From an optimization exercise on the open Yosys and OpenROAD flow, aimed at small area; shortcuts taken in it are not production practice.
The RTL was checked by simulation tests, not by an equivalence proof against the original design.
Power is estimated from default activity; no workload was simulated.

**flow/flow/run.sh**
```bash
#!/bin/bash
# Own layout flow: the standard ORFS flow with
#  - synthesis through flow/mysynth.tcl: the standard script, but ripple
#    adders and an area-oriented ABC script (flow/abc_deep.script) for the
#    combinational logic; registers are mapped as in the standard synthesis;
#  - CTS without dummy load cells, clkbuf_4 buffers in small clusters;
#  - plain buf_1 cells as the port buffers.
# ORFS writes each step's full log under orfs/logs; make's output goes to
# flow_make.log here.
set -euo pipefail
F=$PWD/flow
export MY_ABC_SCRIPT=$F/abc_deep.script
export CTS_ARGS="-sink_clustering_enable -repair_clock_nets -dont_use_dummy_load -buf_list sky130_fd_sc_hd__clkbuf_4 -sink_clustering_size 12 -sink_clustering_max_diameter 35"
export BUFFER_PORTS_ARGS="-buffer_cell sky130_fd_sc_hd__buf_1"
bash standard.sh SYNTH_SCRIPT=$F/mysynth.tcl finish > flow_make.log 2>&1
```
**flow/flow/abc_deep.script**
```
strash
&get -n
&deepsyn -T 60
&put
dch -f
map -a
strash
dch -f
amap
topo
dnsize
```
**flow/flow/mysynth.tcl**
```tcl
proc synth {args} { yosys synth -nofsm -noshare {*}$args }
# Area-oriented mapping of the combinational logic: ripple adders instead of
# Kogge-Stone lookahead and the platform's full-adder cells, and an ABC script
# that maps for area twice.  Registers are mapped exactly as in the standard
# synthesis.
set ::env(SYNTH_OPERATIONS_ARGS) "-booth"
if {[info exists ::env(ADDER_MAP_FILE)]} { unset ::env(ADDER_MAP_FILE) }
proc abc {args} {
  set i [lsearch -exact $args -script]
  if {$i >= 0 && [info exists ::env(MY_ABC_SCRIPT)]} { lset args [expr {$i + 1}] $::env(MY_ABC_SCRIPT) }
  yosys abc {*}$args
}
source $::env(SCRIPTS_DIR)/synth.tcl
# left out here: clear keep_hierarchy, flatten, clean up, hide names made inside functions, write 1_2_yosys.v
```
**flow/standard.sh**
```bash
#!/bin/bash
# synth_recipe.tcl (not shown) runs the flow's synth.tcl, then flattens the netlist and writes it again
# the make line also repeats each setting of config.mk as NAME=value (left out here)
make -C /OpenROAD-flow-scripts/flow DESIGN_CONFIG=/design/flow/config.mk WORK_HOME=/design/flow/orfs CLKGATE_MAP_FILE= SYNTH_SCRIPT=/design/flow/synth_recipe.tcl "${@:-finish}"
```
**flow/config.mk**
```make
export PLATFORM = sky130hd
export DESIGN_NAME = mbrtu_slave
export DESIGN_NICKNAME = mbrtu_slave
export VERILOG_FILES = /design/flow/design.v
export SDC_FILE = /design/flow/constraint.sdc
export NUM_CORES = 8
export LEC_CHECK = 0
export CAP_MARGIN = 20
export CORE_MARGIN = 2
export CORE_UTILIZATION = 60
export PLACE_DENSITY = 0.7
export SLEW_MARGIN = 20
```
**flow/constraint.sdc**
```tcl
create_clock -name core_clock -period 10.0 [get_ports {clk}]
set_input_delay 2.0000 -clock core_clock [delete_from_list [all_inputs] [get_ports {clk}]]
set_output_delay 2.0000 -clock core_clock [all_outputs]
set_load 0.01 [all_outputs]
```
**flow/design.v**
```verilog
module mbrtu_slave (
    input  wire        clk,
    input  wire        rst,
    input  wire [7:0]  cfg_unit,
    input  wire [15:0] di,
    input  wire        rx_valid,
    input  wire [7:0]  rx_data,
    input  wire        rx_eof,
    output reg         tx_valid,
    output reg  [7:0]  tx_data,
    input  wire        tx_ready,
    output reg         tx_dir,
    output wire        busy
);
    localparam [2:0] S_IDLE  = 3'd0,
                     S_CHK   = 3'd1,
                     S_CWAIT = 3'd2,
                     S_CMT   = 3'd3,
                     S_WINC  = 3'd4,
                     S_FIN   = 3'd5,
                     S_DIR   = 3'd6,
                     S_TX    = 3'd7;
    localparam [2:0] T_END  = 3'd0,
                     T_FC   = 3'd1,
                     T_B2   = 3'd2,
                     T_B3   = 3'd3,
                     T_B4   = 3'd4,
                     T_B5   = 3'd5,
                     T_DATA = 3'd6,
                     T_CRCH = 3'd7;
    reg [2:0]  state;
    reg [2:0]  nk;           
    reg [511:0] hr;
    reg [511:0] pbuf;
    reg [63:0]  coils;
    reg [63:0]  cnts;
    reg [5:0]   ph;
    reg         clr;
    reg [3:0]   inc_req;
    reg         carry;
    reg [8:0]   len;
    reg         ovf;
    reg [15:0]  crc;
    reg [7:0]   unit;
    reg [7:0]   fc;
    reg         reg_hi_nz;   
    reg [5:0]   reg_lo;
    reg [7:0]   qhi;
    reg [7:0]   qlo;
    reg         bc_ok;       
    reg         wpend;
    reg [5:0]   bp;          
    reg [7:0]   rem;         
    reg         shf;         
    assign busy = (state != S_IDLE);
    function [15:0] crc_byte;
        input [15:0] c_in;
        input [7:0]  b;
        integer i;
        reg [15:0] c;
        begin
            c = c_in ^ {8'h00, b};
            for (i = 0; i < 8; i = i + 1)
                c = c[0] ? ((c >> 1) ^ 16'hA001) : (c >> 1);
            crc_byte = c;
        end
    endfunction
    wire fc01 = (fc == 8'h01);
    wire fc02 = (fc == 8'h02);
    wire fc03 = (fc == 8'h03);
    wire fc04 = (fc == 8'h04);
    wire fc05 = (fc == 8'h05);
    wire fc06 = (fc == 8'h06);
    wire fc0F = (fc == 8'h0F);
    wire fc10 = (fc == 8'h10);
    wire fc41 = (fc == 8'h41);
    wire bitmode = fc01 | fc02 | fc04;
    wire [15:0] q      = {qhi, qlo};
    wire        qz     = (q == 16'd0);
    wire        big    = reg_hi_nz | (qhi != 8'd0);
    wire [8:0]  end8   = {3'b0, reg_lo} + {1'b0, qlo};
    wire [11:0] c8     = {1'b0, qhi[2:0], qlo} + 12'd7;
    wire [7:0]  bcx    = fc0F ? c8[10:3] : {qlo[6:0], 1'b0};
    wire        nofit  = (rem != 8'd0) || (len == 9'd8);
    reg  [1:0]  exc;
    reg  [1:0]  d_exc;
    always @* begin
        d_exc = 2'd0;
        case (fc)
            8'h01: if (qz || q > 16'd2000) d_exc = 2'd3;
                   else if (big || end8 > 9'd64) d_exc = 2'd2;
            8'h02: if (qz || q > 16'd2000) d_exc = 2'd3;
                   else if (big || end8 > 9'd16) d_exc = 2'd2;
            8'h03: if (qz || q > 16'd125) d_exc = 2'd3;
                   else if (big || end8 > 9'd32) d_exc = 2'd2;
            8'h04: if (qz || q > 16'd125) d_exc = 2'd3;
                   else if (big || end8 > 9'd4) d_exc = 2'd2;
            8'h05: if (qlo != 8'd0 || (qhi != 8'h00 && qhi != 8'hFF)) d_exc = 2'd3;
                   else if (reg_hi_nz) d_exc = 2'd2;
            8'h06: if (reg_hi_nz || reg_lo[5]) d_exc = 2'd2;
            8'h0F: if (qz || q > 16'd1968 || !bc_ok || nofit) d_exc = 2'd3;
                   else if (big || end8 > 9'd64) d_exc = 2'd2;
            8'h10: if (qz || q > 16'd123 || !bc_ok || nofit) d_exc = 2'd3;
                   else if (big || end8 > 9'd32) d_exc = 2'd2;
            8'h41: if (qlo == 8'd0 || qlo > 8'd123) d_exc = 2'd3;
                   else if (reg_hi_nz || end8 > 9'd64) d_exc = 2'd2;
            default: d_exc = 2'd1;
        endcase
    end
    wire drop = ovf || (len < 9'd8) || (cfg_unit != 8'd0 && unit != cfg_unit);
    wire [7:0] hr_tap   = hr[7:0];
    wire [7:0] pb_tap   = ~pbuf[7:0];      
    wire       coil_tap = coils[0];
    wire       cnt_tap  = cnts[0];
    wire       wipe     = clr | rst;
    wire       byte0   = (ph[2:0] == bp[2:0]);            
    wire [2:0] ph1     = ph[2:0] + 3'd1;
    wire       byte7   = (ph1 == bp[2:0]);                
    wire cmt_on = (state == S_CMT) || (state == S_CWAIT && ph == bp);
    wire hr_we  = cmt_on && (fc06 || fc10);
    wire co_we  = cmt_on && (fc05 || fc0F);
    wire co_bit = fc05 ? qhi[0] : (byte0 ? pb_tap[0] : tx_data[0]);
    wire [7:0] hr_in   = wipe ? 8'd0 : (hr_we ? pb_tap : hr_tap);
    wire       coil_in = ~wipe & (co_we ? co_bit : coil_tap);
    wire       cin     = (ph[3:0] == 4'd0) ? inc_req[ph[5:4]] : carry;
    wire       cnt_in  = ~wipe & (cnt_tap ^ cin);
    wire       inc_done = (inc_req == 4'd0) && !carry;
    wire [5:0] wd   = bp - ph;
    wire       fire = wpend && (wd[1:0] == 2'd0);
    reg [511:0] pb_nx;
    integer m;
    always @* begin
        pb_nx = {pbuf[7:0], pbuf[511:8]};
        for (m = 0; m < 16; m = m + 1)
            pb_nx[8*((4*m + 63) % 64) +: 8] =
                (fire && wd[5:2] == m) ? (tx_data ^ {8{m[0]}})
                                       : ~pbuf[8*((4*m) % 64) +: 8];
    end
    wire       acc    = tx_valid && tx_ready;
    wire       free   = !tx_valid || tx_ready;
    wire [15:0] crc_nx = crc_byte(crc, (state == S_IDLE) ? rx_data : tx_data);
    wire       bit_src = fc01 ? coil_tap : fc02 ? di[ph[3:0]] : cnt_tap;
    wire       bit_in  = (rem != 8'd0) & bit_src;
    wire [5:0] bstart  = fc04 ? (bp ^ 6'd8) : bp;
    reg [7:0] b2;
    always @* begin
        if (exc != 2'd0)      b2 = {6'd0, exc};
        else if (fc01 | fc02) b2 = {4'd0, c8[6:3]};
        else if (fc03 | fc04) b2 = {qlo[6:0], 1'b0};
        else                  b2 = 8'd0;
    end
    always @(posedge clk) begin
        ph    <= rst ? 6'd0 : ph + 6'd1;
        hr    <= {hr_in, hr[511:8]};
        pbuf  <= pb_nx;
        coils <= {coil_in, coils[63:1]};
        cnts  <= {cnt_in, cnts[63:1]};
        if (rst) begin
            clr      <= 1'b1;
            state    <= S_IDLE;
            inc_req  <= 4'd0;
            carry    <= 1'b0;
            len      <= 9'd0;
            ovf      <= 1'b0;
            crc      <= 16'hFFFF;
            wpend    <= 1'b0;
            shf      <= 1'b0;
            tx_valid <= 1'b0;
            tx_dir   <= 1'b0;
        end else begin
            if (ph == 6'd63) clr <= 1'b0;
            carry <= cnt_tap & cin;
            if (ph[3:0] == 4'd0) inc_req[ph[5:4]] <= 1'b0;
            if (fire) begin
                wpend <= 1'b0;
                bp    <= bp + (fc0F ? 6'd8 : 6'd1);
            end
            case (state)
                S_IDLE: begin
                    if (rx_valid) begin
                        crc <= crc_nx;
                        if (len[8]) ovf <= 1'b1;
                        else        len <= len + 9'd1;
                        tx_data <= rx_data;
                        case (len)
                            9'd0: unit <= rx_data;
                            9'd1: fc <= rx_data;
                            9'd2: reg_hi_nz <= (rx_data != 8'd0);
                            9'd3: begin
                                reg_lo <= rx_data[5:0];
                                if (rx_data[7:6] != 2'd0) reg_hi_nz <= 1'b1;
                                bp <= fc0F ? rx_data[5:0] : {rx_data[4:0], 1'b0};
                            end
                            9'd4: qhi <= rx_data;
                            9'd5: qlo <= rx_data;
                            9'd6: begin
                                bc_ok <= (rx_data == bcx);
                                rem   <= rx_data;
                            end
                            default: ;
                        endcase
                        if (len >= 9'd9 && rem != 8'd0) rem <= rem - 8'd1;
                        if ((fc06 && (len == 9'd4 || len == 9'd5)) ||
                            (fc0F && len >= 9'd7 && len < 9'd15) ||
                            (fc10 && len >= 9'd7 && len < 9'd71))
                            wpend <= 1'b1;
                    end else if (rx_eof) begin
                        state <= S_CHK;
                    end
                end
                S_CHK: begin
                    exc <= d_exc;
                    if (!clr) begin
                        if (drop) begin
                            inc_req[3] <= 1'b1;
                            state <= S_FIN;
                        end else if (crc != 16'd0) begin
                            inc_req[1] <= 1'b1;
                            state <= S_FIN;
                        end else begin
                            inc_req[0] <= 1'b1;
                            if (d_exc != 2'd0) begin
                                inc_req[2] <= 1'b1;
                                state <= S_WINC;
                            end else begin
                                state <= (fc05 | fc06 | fc0F | fc10) ? S_CWAIT : S_WINC;
                            end
                            case (fc)
                                8'h03, 8'h06, 8'h10: bp <= {reg_lo[4:0], 1'b0};
                                8'h04:               bp <= {reg_lo[1:0], 4'd0};
                                default:             bp <= reg_lo[5:0];
                            endcase
                            case (fc)
                                8'h03, 8'h10: rem <= {1'b0, qlo[5:0], 1'b0};
                                8'h04:        rem <= {1'b0, qlo[2:0], 4'd0};
                                8'h05:        rem <= 8'd1;
                                8'h06:        rem <= 8'd2;
                                default:      rem <= {1'b0, qlo[6:0]};
                            endcase
                        end
                    end
                end
                S_CWAIT, S_CMT: begin
                    if (cmt_on) begin
                        state <= (rem == 8'd1) ? S_WINC : S_CMT;
                        rem   <= rem - 8'd1;
                        tx_data <= byte0 ? {1'b0, pb_tap[7:1]} : {1'b0, tx_data[7:1]};
                    end
                end
                S_WINC: begin
                    if (inc_done) begin
                        tx_dir <= 1'b1;
                        state  <= S_DIR;
                    end
                end
                S_FIN: begin
                    if (inc_done) begin
                        len   <= 9'd0;
                        ovf   <= 1'b0;
                        crc   <= 16'hFFFF;
                        state <= S_IDLE;
                    end
                end
                S_DIR: begin
                    tx_valid <= 1'b1;
                    tx_data  <= unit;
                    nk       <= T_FC;
                    crc      <= 16'hFFFF;
                    state    <= S_TX;
                end
                S_TX: begin
                    if (acc) crc <= crc_nx;
                    if (free) begin
                        if (nk == T_END) begin
                            tx_valid <= 1'b0;
                            tx_dir   <= 1'b0;
                            len      <= 9'd0;
                            ovf      <= 1'b0;
                            crc      <= 16'hFFFF;
                            state    <= S_IDLE;
                        end else begin
                            case (nk)
                                T_FC: begin
                                    tx_data <= (exc != 2'd0) ? (fc | 8'h80) : fc;
                                    nk <= (fc41 && exc == 2'd0) ? T_DATA : T_B2;
                                end
                                T_B2: begin
                                    tx_data <= b2;
                                    nk <= ((exc != 2'd0) | fc01 | fc02 | fc03 | fc04) ? T_DATA : T_B3;
                                end
                                T_B3: begin tx_data <= {2'b00, reg_lo}; nk <= T_B4; end
                                T_B4: begin tx_data <= qhi;    nk <= T_B5; end
                                T_B5: begin tx_data <= qlo;    nk <= T_DATA; end
                                T_DATA: begin
                                    if ((rem == 8'd0 && !shf) || exc != 2'd0) begin
                                        tx_valid <= 1'b1;
                                        tx_data  <= crc_nx[7:0];
                                        nk       <= T_CRCH;
                                    end else if (!bitmode) begin
                                        if (ph == bp) begin
                                            tx_valid <= 1'b1;
                                            tx_data  <= hr_tap;
                                            bp       <= bp + 6'd1;
                                            rem      <= rem - 8'd1;
                                        end else begin
                                            tx_valid <= 1'b0;
                                        end
                                    end else begin
                                        if (shf || ph == bstart) begin
                                            tx_data <= {bit_in, tx_data[7:1]};
                                            shf     <= !byte7;
                                            if (rem != 8'd0) rem <= rem - 8'd1;
                                            tx_valid <= byte7;
                                            if (byte7) bp <= bp + 6'd8;
                                        end else begin
                                            tx_valid <= 1'b0;
                                        end
                                    end
                                end
                                T_CRCH: begin
                                    tx_data <= crc_nx[7:0];
                                    nk      <= T_END;
                                end
                                default: ;
                            endcase
                        end
                    end
                end
                default: state <= S_IDLE;
            endcase
        end
    end
endmodule
```
==> results of run 1 <==
path summary, 6_finish.rpt:
| check | end | slack (ns) |
|---|---|---|
| min | hr[14] | 0.26 |
| min reg2reg | hr[14] | 0.26 |
| max | tx_data[0] | 5.23 |
| max reg2reg | tx_data[0] | 5.54 |
metal layers:
metal  track usage  part of all wire  wire (um)  up-vias
met1         0.362              0.46      30700     8220
met2         0.357              0.42      27800      682
met5             0                 0          0        -
met4        0.0933             0.027       1770        0
li1              -                 -          -     8154
met3        0.0866             0.092       6120      131
power by group:
part	switching (mW)	internal, mW
Sequential	0.0261	5.11
Combinational	0.117	0.0488
Clock	1.39	0.660
kinds of logic (layout without fill, tap and decap cells):
group,after synthesis,count (layout),share of synthesized area
DFF,1264,1264,0.835
AOI/OAI and AO/OA,420,420,0.0889
and+or+nand+nor,399,399,0.0559
other,0,4,0
buffers and inverters,170,382,0.0205
state kept, by name, indices dropped and copies added, names as in the netlist, 2 cells and up:
signal   count
exc          2
coils       64
qlo          8
hr         512
fc           8
state        3
crc         16
inc_req      4
pbuf       512
tx_data      8
rem          8
reg_lo       6
qhi          8
unit         8
cnts        64
nk           3
bp           6
ph           6
len          9
final cells by class:
cell class              instances  area, um2  area share
clock buffers                 143       1070      0.0321
multi-input cells             819       4520       0.135
repair buffers                 69        342      0.0102
inverters                     170        638      0.0191
diodes                          4       10.0    0.000300
flip-flops and latches       1264      26000       0.777
well taps                     680        851      0.0255
worst max-delay path: cells and delay by family:
kind                   cells  cell delay, ns
buffers and inverters      4            1.08
AOI/OAI and AO/OA         10            2.05
and+or+nand+nor            4            0.33
cells in the final DEF, fill, tap and decap left out, types with 2 or more instances in the layout:
cell,instances
and3_1,5
o21a_1,6
dfxtp_1,1197
o221ai_1,18
nor2_1,190
o21ai_0,54
a2111oi_0,5
diode_2,4
nand4_1,5
or3_1,12
nor4_1,14
o22a_1,23
buf_4,22
buf_1,47
o211ai_1,3
or4_1,4
a32oi_1,4
o2111ai_1,3
a21oi_1,47
nand3_1,22
o31ai_1,3
clkbuf_4,143
a22oi_1,4
a221oi_1,6
nand2_1,80
o32ai_1,5
o311ai_0,2
o22ai_1,189
a31oi_1,13
a211oi_1,17
o32a_1,2
clkinv_1,170
a222oi_1,3
edfxtp_1,67
or2_0,13
nor3_1,49
a311oi_1,2
==> results.json, run 1 <==
{
  "hold_viol_final": 0,
  "worst_pin_slew_ns": 1.03,
  "hold_buffers": 0,
  "layout_setup_ws_ns": 5.23,
  "rr_worst_depth": 19,
  "fmax_ghz": 0.210,
  "hold_path_class": "reg -> reg",
  "rows": 83,
  "cts_root_buf": "clkbuf_4",
  "finalNetCount": 2504,
  "report.final.slew_viol_count": 0,
  "finalCriticalPeriod_ns": 4.77,
  "post_cts_resized": 0,
  "setup_viol": 0,
  "path_max_fanout": 9,
  "p_total_mw": 7.35,
  "start_kind": "primary input",
  "initial_utilization": 0.607,
  "totalNegativeSetupSlack_ns": 0,
  "cts_buffers": 143,
  "powerDensity_nw_per_um2": 220,
  "crit_required_ns": 10.67,
  "yosysTopAreaCell": "dfxtp_1",
  "wirelength_um": 66400,
  "clk_latency_ns": 0.97,
  "end_kind": "register",
  "drive_above_1_share": 0.0682,
  "cp-startpoint": "rx_data[0]",
  "placed_cell_area_um2": 32300,
  "ios": 48,
  "finalNonFillerCells": 3149,
  "die_w_um": 232,
  "synth_top_area_frac": 0.770,
  "slew_headroom": 0.296,
  "grt_pass1_wl_um": 99700,
  "path_clk_slew_ns": 0.12,
  "cts_tree": "yes",
  "finClkSkew_ns": 0.106,
  "yosysWarningCount": 1,
  "fill_cells": 3698,
  "port-buffer-count": 47,
  "worst_path_max_delay_cell": "buf_1",
  "avgRoutedWirePerCell_um": 21.1,
  "die_h_um": 232,
  "ant_nets": 0,
  "leakage_nw": 12.6,
  "syn_avg_cell_area_um2": 13.8,
  "placedCellCount": 3002,
  "drv_cap": 0,
  "fp.dieArea_um2": 53700,
  "whs_ns": 0.260,
  "dp_slack_ns": 4.42,
  "hold_depth": 0,
  "grt_usage": 0.253,
  "synth.most_common_cell": "dfxtp_1",
  "drt_iter0_drc": 1295,
  "synth-main-ff-cell": "dfxtp_1",
  "synthesis.area_um2": 31100,
  "coreArea_um2": 51300,
  "vias": 17187,
  "route.detailed.drc": 0,
  "period_share": 0.477,
  "synth_edf_count": 67,
  "outcome": "no timing/DRC/antenna violations",
  "crit_arrival_ns": 5.44,
  "synthArstFlopShare": 0,
  "final_util": 0.651,
  "synth_cells": 2253,
  "grt_pass1_vias": 17022,
  "via_per_inst": 5.46,
  "grt_overflow": 0,
  "synth_seq_area_share": 0.835,
  "reg2reg_from": "state[1]",
  "path_cells": "buf_1 -> clkinv_1 -> o22ai_1 -> nand2_1 -> o21ai_0 -> clkinv_1 -> o22ai_1 -> nand2_1 -> o21ai_0 -> nor2_1 -> a21oi_1 -> clkinv_1 -> o22ai_1 -> a21oi_1 -> nand2_1 -> a31oi_1 -> a2111oi_0 -> o21ai_0",
  "areaGrowthSynthToFinish_pct": 7.37,
  "max_stage_delay_ns": 0.42,
  "first_pass_iters": 8,
  "grt_max_degree": 17,
  "holdCritStartpoint": "hr[22]",
  "synthTopCellsByArea": "dfxtp_1 (77%), edfxtp_1 (6.5%), o22ai_1 (3.8%), nor2_1 (2.3%), clkinv_1 (2.1%)",
  "dp_hpwl_um": 45500,
  "cts.sinks": 1264,
  "postSynthRegisterBits": 1264,
  "htree_levels": 4,
  "ys_types": 46,
  "cts_buffer_depth": 3,
  "worstSetupPathType": "in -> reg",
  "synth_common_cells": "dfxtp_1 (1,197), nor2_1 (190), o22ai_1 (189)",
  "post-route-cell-area_um2": 33400,
  "antenna_found_initial": 2,
  "ir_worst_vdd_uv": 152,
  "place_congestion": 0.961,
  "rsz0062_at_grt": "no",
  "post_cts_buffers": 0,
  "syn_nets": 2290
}
==> run 2: changes to the inputs <==
--- a/flow/design.v
+++ b/flow/design.v
@@ -41,6 +41,7 @@
     reg [8:0]   len;
     reg         ovf;
     reg [15:0]  crc;
+    reg         rxp;         
     reg [7:0]   unit;
     reg [7:0]   fc;
     reg         reg_hi_nz;   
@@ -138,7 +139,7 @@
     end
     wire       acc    = tx_valid && tx_ready;
     wire       free   = !tx_valid || tx_ready;
-    wire [15:0] crc_nx = crc_byte(crc, (state == S_IDLE) ? rx_data : tx_data);
+    wire [15:0] crc_nx = crc_byte(crc, tx_data);
     wire       bit_src = fc01 ? coil_tap : fc02 ? di[ph[3:0]] : cnt_tap;
     wire       bit_in  = (rem != 8'd0) & bit_src;
     wire [5:0] bstart  = fc04 ? (bp ^ 6'd8) : bp;
@@ -163,6 +164,7 @@
             len      <= 9'd0;
             ovf      <= 1'b0;
             crc      <= 16'hFFFF;
+            rxp      <= 1'b0;
             wpend    <= 1'b0;
             shf      <= 1'b0;
             tx_valid <= 1'b0;
@@ -177,8 +179,9 @@
             end
             case (state)
                 S_IDLE: begin
+                    rxp <= rx_valid;
+                    if (rxp) crc <= crc_nx;
                     if (rx_valid) begin
-                        crc <= crc_nx;
                         if (len[8]) ovf <= 1'b1;
                         else        len <= len + 9'd1;
                         tx_data <= rx_data;
==> flow/flow/abc_deep.script (replaced) <==
strash
&get -n
&deepsyn -T 60 -S 4
&put
dch -f
map -a
strash
dch -f
amap
topo
dnsize
==> results.json, run 2 <==
{
  "ir_worst_vdd_uv": 138,
  "worst_pin_slew_ns": 1.05,
  "synth_cells": 2225,
  "hold_path_class": "reg -> reg",
  "synth.most_common_cell": "dfxtp_1",
  "final_common_cell": "dfxtp_1",
  "r2r_end": "bp[5]",
  "outcome": "no timing/DRC/antenna violations",
  "synth_top_area_frac": 0.774,
  "path_cells": "buf_1 -> nor2_1 -> a21oi_1 -> a221oi_1 -> o221ai_1 -> nor4_1 -> a32oi_1 -> nor3_1 -> nand2_1 -> nor3_1 -> or3_1 -> nor2_1 -> nor2_1 -> nand2_1 -> a221o_1 -> o2111ai_1",
  "min_delay_worst_endpoint": "pbuf[79]",
  "grt_max_degree": 21,
  "powerDensity_nw_per_um2": 233,
  "worst_path_max_delay_cell": "nor3_1",
  "syn_avg_cell_area_um2": 13.9,
  "ys_types": 42,
  "synth_common_cells": "dfxtp_1 (1,198), nor2_1 (198), o22ai_1 (187)",
  "max_stage_delay_ns": 0.81,
  "first_pass_iters": 6,
  "grt_pass1_wl_um": 95800,
  "setup_viol": 0,
  "synthTopCellsByArea": "dfxtp_1 (77%), edfxtp_1 (6.5%), o22ai_1 (3.8%), nor2_1 (2.4%), clkinv_1 (2.0%)",
  "clk_latency_ns": 0.95,
  "cp_common_cell": "nor2_1",
  "synth_edf_count": 67,
  "postSynthRegisterBits": 1265,
  "die_w_um": 231,
  "drive_above_1_share": 0.0647,
  "reg2reg_slack_ns": 5.44,
  "cts_buffers": 139,
  "yosysWarningCount": 1,
  "dp_hpwl_um": 41100,
  "path_clk_slew_ns": 0.11,
  "period_share": 0.495,
  "yosysTopAreaCell": "dfxtp_1",
  "crit_required_ns": 10.74,
  "report.final.slew_viol_count": 0,
  "ant_nets": 0,
  "end_kind": "register",
  "reg_top3": "hr x512, pbuf x512",
  "finalNetCount": 2465,
  "post_cts_buffers": 0,
  "rsz0062_at_grt": "no",
  "final_cell_mix": "dfxtp_1 (1,198), nor2_1 (198), o22ai_1 (187)",
  "crit_arrival_ns": 5.69,
  "die_h_um": 231,
  "hold_depth": 0,
  "finalNonFillerCells": 3108,
  "htree_levels": 4,
  "start_kind": "primary input",
  "coreArea_um2": 51200,
  "multi_input_area_um2": 4390,
  "hold_viol_final": 0,
  "rows": 83,
  "synth_seq_area_share": 0.839,
  "vias": 16815,
  "rr_worst_depth": 18,
  "synthArstFlopShare": 0,
  "slew_headroom": 0.294,
  "holdCritStartpoint": "pbuf[87]",
  "synth-main-ff-cell": "dfxtp_1",
  "hold_buffers": 0,
  "totalNegativeSetupSlack_ns": 0,
  "grt_pass1_vias": 16855,
  "drt_iter0_drc": 1203,
  "port-buffer-count": 47,
  "finalCriticalPeriod_ns": 4.95,
  "place_congestion": 0.961,
  "grt_overflow": 0,
  "path_max_fanout": 10,
  "post_cts_resized": 0,
  "worstSetupPathType": "in -> reg",
  "regArea_um2": 26000,
  "antenna_found_initial": 2,
  "cts_buffer_depth": 3,
  "route.detailed.drc": 0,
  "fill_cells": 3659,
  "via_per_inst": 5.41,
  "wirelength_um": 62200,
  "drv_cap": 0,
  "placedCellCount": 2967,
  "grt_usage": 0.239,
  "cts.sinks": 1265,
  "areaGrowthSynthToFinish_pct": 7.11,
  "syn_nets": 2262,
  "ios": 48,
  "reg2reg_from": "fc[1]",
  "finClkSkew_ns": 0.100,
  "avgRoutedWirePerCell_um": 20.0,
  "initial_utilization": 0.605,
  "fmax_ghz": 0.202,
  "synthesis.area_um2": 31000,
  "fp.dieArea_um2": 53500,
  "leakage_nw": 12.5,
  "cts_tree": "yes",
  "cts_root_buf": "clkbuf_4"
}
## run 2: changes by cell type after synthesis, sizes merged, moves of 3 or more
cell,delta
clkinv,-3
and3,-3
or2,-3
nor4,+4
nand4,+6
a221oi,+6
nor2b,+6
o22a,-15
nand2,-26
nor2,+8
o21ai,-13
or4,+3
## run 2: cell type report
type | instances | share of cell area
Inverter | 167 | 0.0189
Multi-Input combinational cell | 793 | 0.132
Sequential cell | 1265 | 0.783
Tap cell | 680 | 0.0256
Antenna cell | 2 | 0.000151
Clock buffer | 139 | 0.0314
Timing Repair Buffer | 62 | 0.00871
## run 2: kinds of logic (layout without fill, tap and decap cells)
| group | after synthesis | count (layout) | synth area share |
|---|---|---|---|
| AOI/OAI and AO/OA | 399 | 399 | 0.0844 |
| buffers and inverters | 167 | 368 | 0.0202 |
| and+or+nand+nor | 394 | 394 | 0.0567 |
| DFF | 1265 | 1265 | 0.839 |
| other | 0 | 2 | 0 |
## run 2: worst max-delay path: cells and delay by family
kind / cells / cell delay (ns)
buf+inv: 1 / 0.10
compound gates: 6 / 1.16
simple gates: 9 / 2.42
## run 2: worst max path at each step
stage	cells past startpoint	startpoint	endpoint
after floorplan	12	cfg_unit[4]	bp[5]
after global placement	16	cfg_unit[1]	bp[5]
after detailed placement	18	cfg_unit[5]	bp[4]
after CTS	16	cfg_unit[5]	bp[5]
after global routing	16	cfg_unit[1]	bp[5]
final	16	cfg_unit[5]	bp[5]
## run 2: power by group
| part | internal (mW) | switching [mW] |
|---|---|---|
| Sequential | 5.16 | 0.0750 |
| Clock | 0.643 | 1.39 |
| Combinational | 0.129 | 0.330 |
## run 2: metal layers
layer	vias to the layer above	global-route usage	share of wire
met2	595	0.354	0.43
met4	0	0.108	0.037
met1	8005	0.339	0.47
met5	-	0	0
met3	172	0.0508	0.061
li1	8043	-	-
## run 2: stage by stage
| step | power [mW] | area (um2) | worst slack (ns) | hold WS, ns | utilization |
|---|---|---|---|---|---|
| 2_1_floorplan | 5.59 | 31000 | 5.23 | 0.310 | - |
| 3_3_place_gp | 5.79 | 32100 | 4.29 | 0.310 | 0.628 |
| 3_5_place_dp | 5.80 | 32100 | 4.16 | 0.312 | 0.628 |
| 4_1_cts | 7.80 | 33200 | 5.17 | 0.273 | 0.648 |
| 5_1_grt | 8.04 | 33200 | 4.67 | 0.264 | 0.648 |
| 6_report | 7.72 | 33200 | 5.05 | 0.286 | 0.648 |
==> run 3: changes to the inputs <==
--- a/flow/flow/run.sh
+++ b/flow/flow/run.sh
@@ -10,6 +10,6 @@
 set -euo pipefail
 F=$PWD/flow
 export MY_ABC_SCRIPT=$F/abc_deep.script
-export CTS_ARGS="-sink_clustering_enable -repair_clock_nets -dont_use_dummy_load -buf_list sky130_fd_sc_hd__clkbuf_4 -sink_clustering_size 12 -sink_clustering_max_diameter 35"
+export CTS_ARGS="-sink_clustering_enable -repair_clock_nets -dont_use_dummy_load -buf_list sky130_fd_sc_hd__clkbuf_4 -sink_clustering_size 11 -sink_clustering_max_diameter 35"
 export BUFFER_PORTS_ARGS="-buffer_cell sky130_fd_sc_hd__buf_1"
 bash standard.sh SYNTH_SCRIPT=$F/mysynth.tcl finish > flow_make.log 2>&1
==> results.json, run 3 <==
{
  "cts_root_buf": "clkbuf_4",
  "clk_latency_ns": 0.96,
  "path_clk_slew_ns": 0.10,
  "cts_buffers": 154,
  "outcome": "no timing/DRC/antenna violations",
  "coreArea_um2": 51200,
  "synth.most_common_cell": "dfxtp_1",
  "fmax_ghz": 0.197,
  "worst_path_max_delay_cell": "nor3_1",
  "post_cts_buffers": 0,
  "synth_cells": 2220,
  "rsz0062_at_grt": "no",
  "path_cells": "buf_1 -> nor2_1 -> a21oi_1 -> a211o_1 -> a2111oi_0 -> a32oi_1 -> nor3_1 -> nand2_1 -> nor3_1 -> clkinv_1 -> nand2_1 -> or2_0 -> o22ai_1 -> nor2_1 -> nand2_1 -> o22ai_1 -> o21ai_0",
  "placed_cell_area_um2": 32200,
  "grt_pass1_wl_um": 100000,
  "period_share": 0.508,
  "worst_pin_slew_ns": 1.01,
  "post_cts_resized": 0,
  "hold_viol_final": 0,
  "ant_nets": 0,
  "fill_cells": 3646,
  "placedCellCount": 2968,
  "slew_headroom": 0.322,
  "powerDensity_nw_per_um2": 236,
  "setup_viol": 0,
  "worstSetupPathType": "in -> reg",
  "finalNetCount": 2481,
  "syn_avg_cell_area_um2": 14.0,
  "dp_hpwl_um": 44300,
  "synth_top_area_frac": 0.774,
  "final_util": 0.651,
  "antenna_found_initial": 2,
  "synthArstFlopShare": 0,
  "report.final.slew_viol_count": 0,
  "cts.sinks": 1265,
  "ys_types": 44,
  "postSynthRegisterBits": 1265,
  "final_common_cell": "dfxtp_1",
  "synth_seq_area_share": 0.839,
  "synth_edf_count": 67,
  "grt_max_degree": 22,
  "route.detailed.drc": 0,
  "rows": 83,
  "fp.dieArea_um2": 53500,
  "synth_common_cells": "dfxtp_1 (1,198), o22ai_1 (195), nor2_1 (175)",
  "crit_required_ns": 10.63,
  "finalNonFillerCells": 3128,
  "areaGrowthSynthToFinish_pct": 7.61,
  "reg2reg_slack_ns": 5.28,
  "final_cell_mix": "dfxtp_1 (1,198), o22ai_1 (195), nor2_1 (175)",
  "drv_cap": 0,
  "wirelength_um": 66300,
  "die_h_um": 231,
  "crit_arrival_ns": 5.70,
  "max_stage_delay_ns": 0.53,
  "initial_utilization": 0.605,
  "hold_buffers": 0,
  "grt_pass1_vias": 16954,
  "post-route-cell-area_um2": 33300,
  "grt_overflow": 0,
  "path_buf_inv": 2,
  "critPathTopFamily": "simple AND/OR/NAND/NOR gates",
  "yosysWarningCount": 1,
  "path_max_fanout": 5,
  "synthesis.area_um2": 31000,
  "first_pass_iters": 5,
  "via_per_inst": 5.42,
  "avgRoutedWirePerCell_um": 21.2,
  "drt_iter0_drc": 1338,
  "die_w_um": 231,
  "hold_path_class": "reg -> reg",
  "cts_buffer_depth": 3,
  "reg_top3": "hr x512, pbuf x512",
  "grt_usage": 0.255,
  "cts_tree": "yes",
  "synthTopCellsByArea": "dfxtp_1 (77%), edfxtp_1 (6.5%), o22ai_1 (3.9%), nor2_1 (2.1%), clkinv_1 (1.9%)",
  "yosysTopAreaCell": "dfxtp_1",
  "vias": 16955,
  "end_kind": "register",
  "finClkSkew_ns": 0.0923,
  "syn_nets": 2257,
  "ir_worst_vdd_uv": 175,
  "cp_common_cell": "nand2_1",
  "port-buffer-count": 47,
  "totalNegativeSetupSlack_ns": 0,
  "ios": 48,
  "start_kind": "primary input",
  "leakage_nw": 12.6,
  "finalCriticalPeriod_ns": 5.08,
  "drive_above_1_share": 0.0717,
  "htree_levels": 4,
  "synth-main-ff-cell": "dfxtp_1",
  "place_congestion": 0.933
}
-- run 3: cell types whose count changed after synthesis, sizes merged, moves of 6 or more --
cell	previous run	this run
clkinv	167	158
o22a	8	15
a221oi	12	6
o22ai	187	195
nor2	198	175
a31oi	14	8
nand2	54	73
a211oi	19	12
o21ai	41	48
nor3	50	58
-- run 3: report_power, final --
group | switching, mW | leakage, nW | internal [mW]
logic | 0.386 | 1.44 | 0.152
registers | 0.0575 | 10.4 | 5.16
clock network | 1.41 | 0.709 | 0.709
-- run 3: worst register-to-register path: stages, from the launching register on --
cell	delay, ns
edfxtp_1	0.47
clkinv_1	0.16
nor3_1	0.09
nand3_1	0.29
clkinv_1	0.51
nor2_1	0.30
nand4_1	0.16
nor2_1	0.29
clkinv_1	0.24
nand2_1	0.23
clkinv_1	0.19
nor3_1	0.27
and3_1	0.25
or2_0	0.27
o22ai_1	0.14
nor2_1	0.23
nand2_1	0.11
o22ai_1	0.14
o21ai_0	0.09
-- run 3: path summary, 6_finish.rpt --
kind,start,end,depth (start not counted)
setup / recovery,cfg_unit[7],bp[5],17
hold / removal,coils[28],coils[27],0
setup reg to reg,fc[1],bp[5],18
hold reg to reg,coils[28],coils[27],0
-- run 3: final cells by class --
type                            count  area [um2]  area share
Antenna cell                        6        15.0    0.000450
Clock buffer                      154        1160      0.0347
Inverter                          158         593      0.0178
Multi-Input combinational cell    797        4400       0.132
Sequential cell                  1265       26000       0.780
Tap cell                          680         851      0.0255
Timing Repair Buffer               68         334      0.0100
-- run 3: cell families (layout without fill, tap and decap cells) --
kind of cell | after synthesis | count (layout) | synth area share
AOI/OAI and AO/OA | 403 | 403 | 0.0853
DFF | 1265 | 1265 | 0.839
buffers and inverters | 158 | 380 | 0.0191
and+or+nand+nor | 394 | 394 | 0.0566
other | 0 | 6 | 0
-- run 3: stage by stage --
step / hold slack, ns / total power [mW] / setup slack (ns)
final: 0.284 / 7.87 / 4.92
after global routing: 0.268 / 8.21 / 4.73
after CTS: 0.268 / 7.95 / 5.21
after detailed placement: 0.312 / 5.85 / 4.22
after global placement: 0.309 / 5.85 / 4.31
after floorplan: 0.310 / 5.62 / 4.93
-- run 3: per-layer routing --
metal,part of all wire,vias to the layer above,track usage
li1,-,8092,-
met4,0.025,0,0.0903
met3,0.065,114,0.0687
met5,0,-,0
met1,0.45,8144,0.345
met2,0.46,605,0.396
==> run 4: changes to the inputs <==
--- a/flow/design.v
+++ b/flow/design.v
@@ -12,24 +12,22 @@
     output reg         tx_dir,
     output wire        busy
 );
-    localparam [2:0] S_IDLE  = 3'd0,
-                     S_CHK   = 3'd1,
-                     S_CWAIT = 3'd2,
-                     S_CMT   = 3'd3,
-                     S_WINC  = 3'd4,
-                     S_FIN   = 3'd5,
-                     S_DIR   = 3'd6,
-                     S_TX    = 3'd7;
-    localparam [2:0] T_END  = 3'd0,
-                     T_FC   = 3'd1,
-                     T_B2   = 3'd2,
-                     T_B3   = 3'd3,
-                     T_B4   = 3'd4,
-                     T_B5   = 3'd5,
-                     T_DATA = 3'd6,
-                     T_CRCH = 3'd7;
-    reg [2:0]  state;
-    reg [2:0]  nk;           
+    localparam [3:0] S_IDLE  = 4'd0,
+                     S_CHK   = 4'd1,
+                     S_CWAIT = 4'd2,
+                     S_CMT   = 4'd3,
+                     S_WINC  = 4'd4,
+                     S_FIN   = 4'd5,
+                     S_DIR   = 4'd6,
+                     T_FC    = 4'd8,
+                     T_B2    = 4'd9,
+                     T_B3    = 4'd10,
+                     T_B4    = 4'd11,
+                     T_B5    = 4'd12,
+                     T_DATA  = 4'd13,
+                     T_CRCH  = 4'd14,
+                     T_END   = 4'd15;
+    reg [3:0]  state;
     reg [511:0] hr;
     reg [511:0] pbuf;
     reg [63:0]  coils;
@@ -39,7 +37,6 @@
     reg [3:0]   inc_req;
     reg         carry;
     reg [8:0]   len;
-    reg         ovf;
     reg [15:0]  crc;
     reg         rxp;         
     reg [7:0]   unit;
@@ -108,7 +105,7 @@
             default: d_exc = 2'd1;
         endcase
     end
-    wire drop = ovf || (len < 9'd8) || (cfg_unit != 8'd0 && unit != cfg_unit);
+    wire drop = (len[8] && len[0]) || (len < 9'd8) || (cfg_unit != 8'd0 && unit != cfg_unit);
     wire [7:0] hr_tap   = hr[7:0];
     wire [7:0] pb_tap   = ~pbuf[7:0];      
     wire       coil_tap = coils[0];
@@ -162,7 +159,6 @@
             inc_req  <= 4'd0;
             carry    <= 1'b0;
             len      <= 9'd0;
-            ovf      <= 1'b0;
             crc      <= 16'hFFFF;
             rxp      <= 1'b0;
             wpend    <= 1'b0;
@@ -182,8 +178,7 @@
                     rxp <= rx_valid;
                     if (rxp) crc <= crc_nx;
                     if (rx_valid) begin
-                        if (len[8]) ovf <= 1'b1;
-                        else        len <= len + 9'd1;
+                        if (!(len[8] && len[0])) len <= len + 9'd1;    
                         tx_data <= rx_data;
                         case (len)
                             9'd0: unit <= rx_data;
@@ -259,7 +254,6 @@
                 S_FIN: begin
                     if (inc_done) begin
                         len   <= 9'd0;
-                        ovf   <= 1'b0;
                         crc   <= 16'hFFFF;
                         state <= S_IDLE;
                     end
@@ -267,38 +261,36 @@
                 S_DIR: begin
                     tx_valid <= 1'b1;
                     tx_data  <= unit;
-                    nk       <= T_FC;
                     crc      <= 16'hFFFF;
-                    state    <= S_TX;
+                    state    <= T_FC;
                 end
-                S_TX: begin
+                default: begin
                     if (acc) crc <= crc_nx;
                     if (free) begin
-                        if (nk == T_END) begin
+                        if (state == T_END) begin
                             tx_valid <= 1'b0;
                             tx_dir   <= 1'b0;
                             len      <= 9'd0;
-                            ovf      <= 1'b0;
-                            crc      <= 16'hFFFF;
+                                            crc      <= 16'hFFFF;
                             state    <= S_IDLE;
                         end else begin
-                            case (nk)
+                            case (state)
                                 T_FC: begin
                                     tx_data <= (exc != 2'd0) ? (fc | 8'h80) : fc;
-                                    nk <= (fc41 && exc == 2'd0) ? T_DATA : T_B2;
+                                    state <= (fc41 && exc == 2'd0) ? T_DATA : T_B2;
                                 end
                                 T_B2: begin
                                     tx_data <= b2;
-                                    nk <= ((exc != 2'd0) | fc01 | fc02 | fc03 | fc04) ? T_DATA : T_B3;
+                                    state <= ((exc != 2'd0) | fc01 | fc02 | fc03 | fc04) ? T_DATA : T_B3;
                                 end
-                                T_B3: begin tx_data <= {2'b00, reg_lo}; nk <= T_B4; end
-                                T_B4: begin tx_data <= qhi;    nk <= T_B5; end
-                                T_B5: begin tx_data <= qlo;    nk <= T_DATA; end
+                                T_B3: begin tx_data <= {2'b00, reg_lo}; state <= T_B4; end
+                                T_B4: begin tx_data <= qhi;    state <= T_B5; end
+                                T_B5: begin tx_data <= qlo;    state <= T_DATA; end
                                 T_DATA: begin
                                     if ((rem == 8'd0 && !shf) || exc != 2'd0) begin
                                         tx_valid <= 1'b1;
                                         tx_data  <= crc_nx[7:0];
-                                        nk       <= T_CRCH;
+                                        state    <= T_CRCH;
                                     end else if (!bitmode) begin
                                         if (ph == bp) begin
                                             tx_valid <= 1'b1;
@@ -322,14 +314,13 @@
                                 end
                                 T_CRCH: begin
                                     tx_data <= crc_nx[7:0];
-                                    nk      <= T_END;
+                                    state   <= T_END;
                                 end
                                 default: ;
                             endcase
                         end
                     end
                 end
-                default: state <= S_IDLE;
             endcase
         end
     end
==> flow/flow/abc_deep.script (replaced) <==
strash
&get -n
&deepsyn -T 60 -S 3
&put
dch -f
map -a
strash
dch -f
amap
topo
dnsize
==> results.json, run 4 <==
{
  "outcome": "no timing/DRC/antenna violations",
  "cts_root_buf": "clkbuf_4",
  "postSynthRegisterBits": 1262,
  "cp_common_cell": "nor2_1",
  "final_common_cell": "dfxtp_1",
  "path_buf_inv": 3,
  "drt_iter0_drc": 1239,
  "finClkSkew_ns": 0.122,
  "ios": 48,
  "layout_setup_ws_ns": 4.50,
  "grt_pass1_vias": 16750,
  "syn_nets": 2248,
  "cts_buffer_depth": 3,
  "yosysTopAreaCell": "dfxtp_1",
  "grt_usage": 0.241,
  "wirelength_um": 62300,
  "synthArstFlopShare": 0,
  "route.detailed.drc": 0,
  "dp_slack_ns": 4.61,
  "period_share": 0.550,
  "dp_hpwl_um": 41000,
  "setup_viol": 0,
  "vias": 16603,
  "grt_max_degree": 19,
  "max_stage_delay_ns": 0.57,
  "hold_viol_final": 0,
  "ys_types": 47,
  "fmax_ghz": 0.182,
  "crit_required_ns": 10.61,
  "synthesis.area_um2": 30900,
  "reg2reg_slack_ns": 4.50,
  "grt_pass1_wl_um": 96600,
  "path_cells": "or2_0 -> or4b_1 -> or2_0 -> nor3_1 -> clkinv_1 -> o21ai_0 -> clkinv_1 -> nor2_1 -> clkinv_1 -> o32ai_1 -> o21ai_0 -> nor2_1 -> nor2_1 -> nor2_1 -> nand2_1 -> o21ai_0 -> a31oi_1 -> nor2_1 -> nand2_1 -> o22ai_1 -> o221ai_1",
  "hold_buffers": 0,
  "areaGrowthSynthToFinish_pct": 7.47,
  "yosysWarningCount": 1,
  "synth_cells": 2211,
  "initial_utilization": 0.605,
  "cts_buffers": 150,
  "final_cell_mix": "dfxtp_1 (1,198), nor2_1 (187), o22ai_1 (171)",
  "htree_levels": 4,
  "worstSetupPathType": "reg -> reg",
  "die_h_um": 231,
  "rsz0062_at_grt": "no",
  "fill_cells": 3853,
  "synth_common_cells": "dfxtp_1 (1,198), nor2_1 (187), o22ai_1 (171)",
  "post_cts_buffers": 0,
  "first_pass_iters": 6,
  "synth.most_common_cell": "dfxtp_1",
  "place_congestion": 0.940,
  "cts.sinks": 1262,
  "clk_latency_ns": 0.99,
  "post_cts_resized": 0,
  "coreArea_um2": 51100,
  "syn_avg_cell_area_um2": 14.0,
  "whs_ns": 0.263,
  "r2r_end": "bp[5]",
  "finalCriticalPeriod_ns": 5.50,
  "post-route-cell-area_um2": 33200,
  "die_w_um": 231,
  "grt_overflow": 0,
  "drv_cap": 0,
  "p_total_mw": 8.15,
  "slew_headroom": 0.277,
  "synth_seq_area_share": 0.838,
  "holdCritStartpoint": "pbuf[505]",
  "cts_tree": "yes",
  "rows": 83,
  "end_kind": "register",
  "finalNetCount": 2466,
  "synth_edf_count": 64,
  "drive_above_1_share": 0.0700,
  "path_clk_slew_ns": 0.11,
  "placed_cell_area_um2": 32100,
  "ir_worst_vdd_uv": 157,
  "ant_nets": 0,
  "leakage_nw": 12.6,
  "min_delay_worst_endpoint": "pbuf[497]",
  "via_per_inst": 5.34,
  "antenna_found_initial": 3,
  "reg2reg_from": "fc[7]",
  "crit_arrival_ns": 6.11,
  "hold_depth": 0,
  "start_kind": "register",
  "synth-main-ff-cell": "dfxtp_1",
  "rr_worst_depth": 21,
  "report.final.slew_viol_count": 0,
  "totalNegativeSetupSlack_ns": 0,
  "avgRoutedWirePerCell_um": 20.0,
  "synth_top_area_frac": 0.776,
  "path_max_fanout": 5,
  "fp.dieArea_um2": 53300,
  "reg_top3": "hr x512, pbuf x512",
  "worst_path_max_delay_cell": "or4b_1",
  "critPathTopFamily": "simple AND/OR/NAND/NOR gates",
  "synthTopCellsByArea": "dfxtp_1 (78%), edfxtp_1 (6.2%), o22ai_1 (3.5%), nor2_1 (2.3%), clkinv_1 (1.9%)",
  "port-buffer-count": 47,
  "worst_pin_slew_ns": 1.08,
  "hold_path_class": "reg -> reg",
  "powerDensity_nw_per_um2": 245
}
run 4: layout make-up:
| class | count | area (um2) | share of cell area |
|---|---|---|---|
| multi-input combinational | 791 | 4410 | 0.133 |
| timing repair buffer | 66 | 319 | 0.00961 |
| inverter | 158 | 593 | 0.0179 |
| antenna | 3 | 7.51 | 0.000226 |
| clock buffer | 150 | 1130 | 0.0339 |
| tap | 680 | 851 | 0.0256 |
| sequential | 1262 | 25900 | 0.780 |
run 4: metrics by stage:
step | utilization | std cells
6_report | 0.650 | 3110
5_1_grt | 0.650 | 3108
2_1_floorplan | - | 2211
4_1_cts | 0.650 | 3107
3_5_place_dp | 0.628 | 2957
3_3_place_gp | 0.628 | 2957
run 4: report_power, final:
| group | internal [mW] | switching, mW |
|---|---|---|
| Combinational | 0.219 | 0.594 |
| Sequential | 5.17 | 0.0726 |
| Clock | 0.691 | 1.40 |
| Total | 6.08 | 2.07 |
run 4: worst max path at each step:
stage / startpoint / to / slack (ns) / cells past startpoint
floorplan: cfg_unit[4] / rem[0] / 5.23 / 11
finish: fc[7] / bp[5] / 4.50 / 21
detailed placement: cfg_unit[4] / bp[2] / 4.61 / 15
CTS: state[1] / busy / 4.54 / 7
global placement: cfg_unit[4] / bp[3] / 4.65 / 14
global route: fc[7] / bp[5] / 3.85 / 21
run 4: kinds of logic (layout without fill, tap and decap cells):
kind of cell           Yosys count  after routing  synth area share
AO/OA/AOI/OAI                  399            399            0.0865
buffers and inverters          158            374            0.0192
flip-flops                    1262           1262             0.838
other                            0              3                 0
AND/OR/NAND/NOR                392            392            0.0559
run 4: per-layer routing:
metal,share of wire,vias to the layer above,wire [um],global-route usage
li1,-,8037,-,-
met1,0.46,7954,28600,0.325
met2,0.46,482,28500,0.380
met3,0.056,128,3480,0.0616
met4,0.028,2,1750,0.0871
met5,0.00024,-,15,0
run 4: worst register-to-register path, stage by stage, from the launching register on:
cell and delay, ns:
edfxtp_1 0.39, or2_0 0.23, or4b_1 0.57, or2_0 0.28, nor3_1 0.45, clkinv_1 0.19
o21ai_0 0.15, clkinv_1 0.26, nor2_1 0.27, clkinv_1 0.14, o32ai_1 0.30, o21ai_0 0.21
nor2_1 0.30, nor2_1 0.11, nor2_1 0.19, nand2_1 0.11, o21ai_0 0.28, a31oi_1 0.11
nor2_1 0.22, nand2_1 0.11, o22ai_1 0.17, o221ai_1 0.15
==> run 5: changes to the inputs <==
--- a/flow/config.mk
+++ b/flow/config.mk
@@ -8,5 +8,7 @@
 export CAP_MARGIN = 20
 export CORE_MARGIN = 2
 export CORE_UTILIZATION = 60
+export GPL_ROUTABILITY_DRIVEN = 0
+export GPL_TIMING_DRIVEN = 0
 export PLACE_DENSITY = 0.7
 export SLEW_MARGIN = 20
==> results.json, run 5 <==
{
  "outcome": "no timing/DRC/antenna violations",
  "synthTopCellsByArea": "dfxtp_1 (78%), edfxtp_1 (6.2%), o22ai_1 (3.2%), nor2_1 (2.2%), clkinv_1 (1.8%)",
  "finalNonFillerCells": 3085,
  "path_cells": "clkinv_1 -> or3_1 -> or2_0 -> nor2_1 -> clkinv_1 -> o21ai_0 -> clkinv_1 -> nor2_1 -> clkinv_1 -> o32ai_1 -> nand2b_1 -> a2111oi_1 -> o21bai_1 -> a21oi_1 -> a2111oi_0 -> o221ai_1",
  "grt_usage": 0.221,
  "finalCriticalPeriod_ns": 6.35,
  "drt_iter0_drc": 1813,
  "finalNetCount": 2440,
  "ant_nets": 0,
  "path_buf_inv": 4,
  "coreArea_um2": 51100,
  "path_clk_slew_ns": 0.11,
  "slew_headroom": 0.177,
  "grt_pass1_vias": 16708,
  "start_kind": "register",
  "path_max_fanout": 7,
  "synth.most_common_cell": "dfxtp_1",
  "grt_pass1_wl_um": 90100,
  "ys_types": 47,
  "yosysWarningCount": 1,
  "period_share": 0.635,
  "leakage_nw": 12.4,
  "cts.sinks": 1262,
  "final_cell_mix": "dfxtp_1 (1,198), nor2_1 (183), o22ai_1 (160)",
  "cts_buffer_depth": 3,
  "avgRoutedWirePerCell_um": 18.6,
  "finClkSkew_ns": 0.0928,
  "rsz0062_at_grt": "no",
  "hold_depth": 0,
  "drv_cap": 0,
  "reg_top3": "hr x512, pbuf x512",
  "clk_latency_ns": 0.98,
  "dp_hpwl_um": 36600,
  "setup_viol": 0,
  "critPathTopFamily": "compound AO/OA/AOI/OAI gates",
  "report.final.slew_viol_count": 0,
  "grt_max_degree": 17,
  "fmax_ghz": 0.157,
  "crit_arrival_ns": 6.99,
  "worstSetupPathType": "reg -> reg",
  "hold_viol_final": 0,
  "via_per_inst": 5.51,
  "wirelength_um": 57400,
  "synth_seq_area_share": 0.838,
  "antenna_found_initial": 2,
  "yosysTopAreaCell": "dfxtp_1",
  "worst_path_max_delay_cell": "a2111oi_1",
  "fp.dieArea_um2": 53300,
  "areaGrowthSynthToFinish_pct": 7.00,
  "first_pass_iters": 6,
  "crit_required_ns": 10.64,
  "synth-main-ff-cell": "dfxtp_1",
  "postSynthRegisterBits": 1262,
  "initial_utilization": 0.605,
  "synthArstFlopShare": 0,
  "post_cts_buffers": 0,
  "die_h_um": 231,
  "synthesis.area_um2": 30900,
  "totalNegativeSetupSlack_ns": 0,
  "syn_avg_cell_area_um2": 14.0,
  "hold_path_class": "reg -> reg",
  "cts_root_buf": "clkbuf_4",
  "vias": 17002,
  "cts_tree": "yes",
  "drive_above_1_share": 0.0633,
  "powerDensity_nw_per_um2": 242,
  "max_stage_delay_ns": 0.76,
  "cp.depth": 16,
  "post_cts_resized": 0,
  "ir_worst_vdd_uv": 137,
  "cts_buffers": 145,
  "hold_buffers": 0,
  "port-buffer-count": 47,
  "synth_common_cells": "dfxtp_1 (1,198), nor2_1 (183), o22ai_1 (160)",
  "placedCellCount": 2936,
  "rows": 83,
  "ios": 48,
  "fill_cells": 3789,
  "die_w_um": 231,
  "grt_overflow": 0,
  "end_kind": "register",
  "route.detailed.drc": 0,
  "htree_levels": 4,
  "synth_cells": 2208,
  "rr_worst_depth": 16,
  "cp_common_cell": "clkinv_1",
  "synth_edf_count": 64,
  "synth_top_area_frac": 0.776,
  "worst_pin_slew_ns": 1.22,
  "syn_nets": 2245,
  "final_common_cell": "dfxtp_1"
}
## run 5: cell types whose count changed after synthesis, sizes merged, moves of 4 or more
cell	previous run	this run
o21ai	45	56
o22ai	171	160
a31oi	6	16
or3	7	16
clkinv	158	150
a21oi	50	43
o221ai	15	22
a221o	4	0
a32oi	0	4
nand3	18	22
nor2	187	183
nor3	49	45
## run 5: area by class of cell
class / count / area, um2 / share of cell area
Antenna cell: 4 / 10.0 / 0.000303
Clock buffer: 145 / 1090 / 0.0329
Inverter: 150 / 563 / 0.0170
Multi-Input combinational cell: 796 / 4470 / 0.135
Sequential cell: 1262 / 25900 / 0.783
Tap cell: 680 / 851 / 0.0257
Timing Repair Buffer: 48 / 181 / 0.00549
## run 5: logic make-up (layout without fill, tap and decap cells)
logic type | after synthesis | after routing | synth area share
buffers and inverters | 150 | 343 | 0.0182
other | 0 | 4 | 0
flip-flops | 1262 | 1262 | 0.838
AO/OA/AOI/OAI | 404 | 404 | 0.0874
AND/OR/NAND/NOR | 392 | 392 | 0.0562
## run 5: path summary, 6_finish.rpt
kind              slack (ns)       to     from
setup / recovery        3.65    bp[2]    fc[2]
hold / removal          0.27  hr[201]  hr[209]
setup reg to reg        3.65    bp[2]    fc[2]
hold reg to reg         0.27  hr[201]  hr[209]
## run 5: power by group
| part | internal [mW] | switching, mW | leakage, nW | total [mW] |
|---|---|---|---|---|
| clock network | 0.670 | 1.39 | 0.667 | 2.06 |
| registers | 5.15 | 0.142 | 10.4 | 5.29 |
| logic | 0.187 | 0.459 | 1.38 | 0.646 |
## run 5: layer usage
layer / routed length [um] / vias to the layer above / track usage
met5: 0 / - / 0
met4: 3050 / 0 / 0.135
met3: 4870 / 271 / 0.0563
met2: 24400 / 861 / 0.322
met1: 25100 / 7879 / 0.299
li1: - / 7991 / -
## run 5: stage by stage
stage | area, um2 | power [mW] | utilization | worst slack [ns] | hold slack, ns
after floorplan | 30900 | 5.73 | - | 4.65 | 0.310
after global placement | 31900 | 6.00 | 0.625 | 3.01 | 0.310
after detailed placement | 32000 | 6.02 | 0.625 | 3.97 | 0.312
after CTS | 33000 | 8.06 | 0.647 | 3.99 | 0.268
after global routing | 33100 | 8.34 | 0.647 | 3.41 | 0.275
final | 33100 | 8.00 | 0.647 | 3.65 | 0.270

==> re-timing with driven ports <==
The flow's constraints put no driver on any port. The routed layouts listed below were extracted and timed again, unchanged, in two steps. Step 1: set_driving_cell puts a clkbuf_16 on clk and a buf_2 on each other input, an assumption about the parent block. Step 2 times the ports against the registers' clock, not the clock port: input delays grow and output delays shrink by t, the midpoint of the rising clock arrivals with the driver on. Slacks: no drivers / after step 1 / after step 2; pairs: no drivers / after step 1.
run | t (ns) | slack for setup (ns) | clock arrival spread, ns | slew at the worst register clock pin (ns) | cell pins on the clock port's net
run 1 | 0.978 | 5.231 / 5.265 / 4.287 | 0.112 / 0.113 | 0.12 / 0.12 | 1
run 2 | 0.975 | 5.051 / 5.090 / 4.116 | 0.124 / 0.123 | 0.12 / 0.12 | 1
run 3 | 0.980 | 4.923 / 4.961 / 3.982 | 0.098 / 0.099 | 0.11 / 0.11 | 1
run 4 | 0.983 | 4.497 / 4.497 / 4.438 | 0.128 / 0.127 | 0.11 / 0.11 | 1
run 5 | 0.985 | 3.645 / 3.645 / 3.645 | 0.108 / 0.108 | 0.11 / 0.11 | 1
After both steps setup and hold are still met in every run listed. For run 1, which loses most, drivers alone change the setup slack by +0.034 ns; drivers and shift together by -0.944 ns.
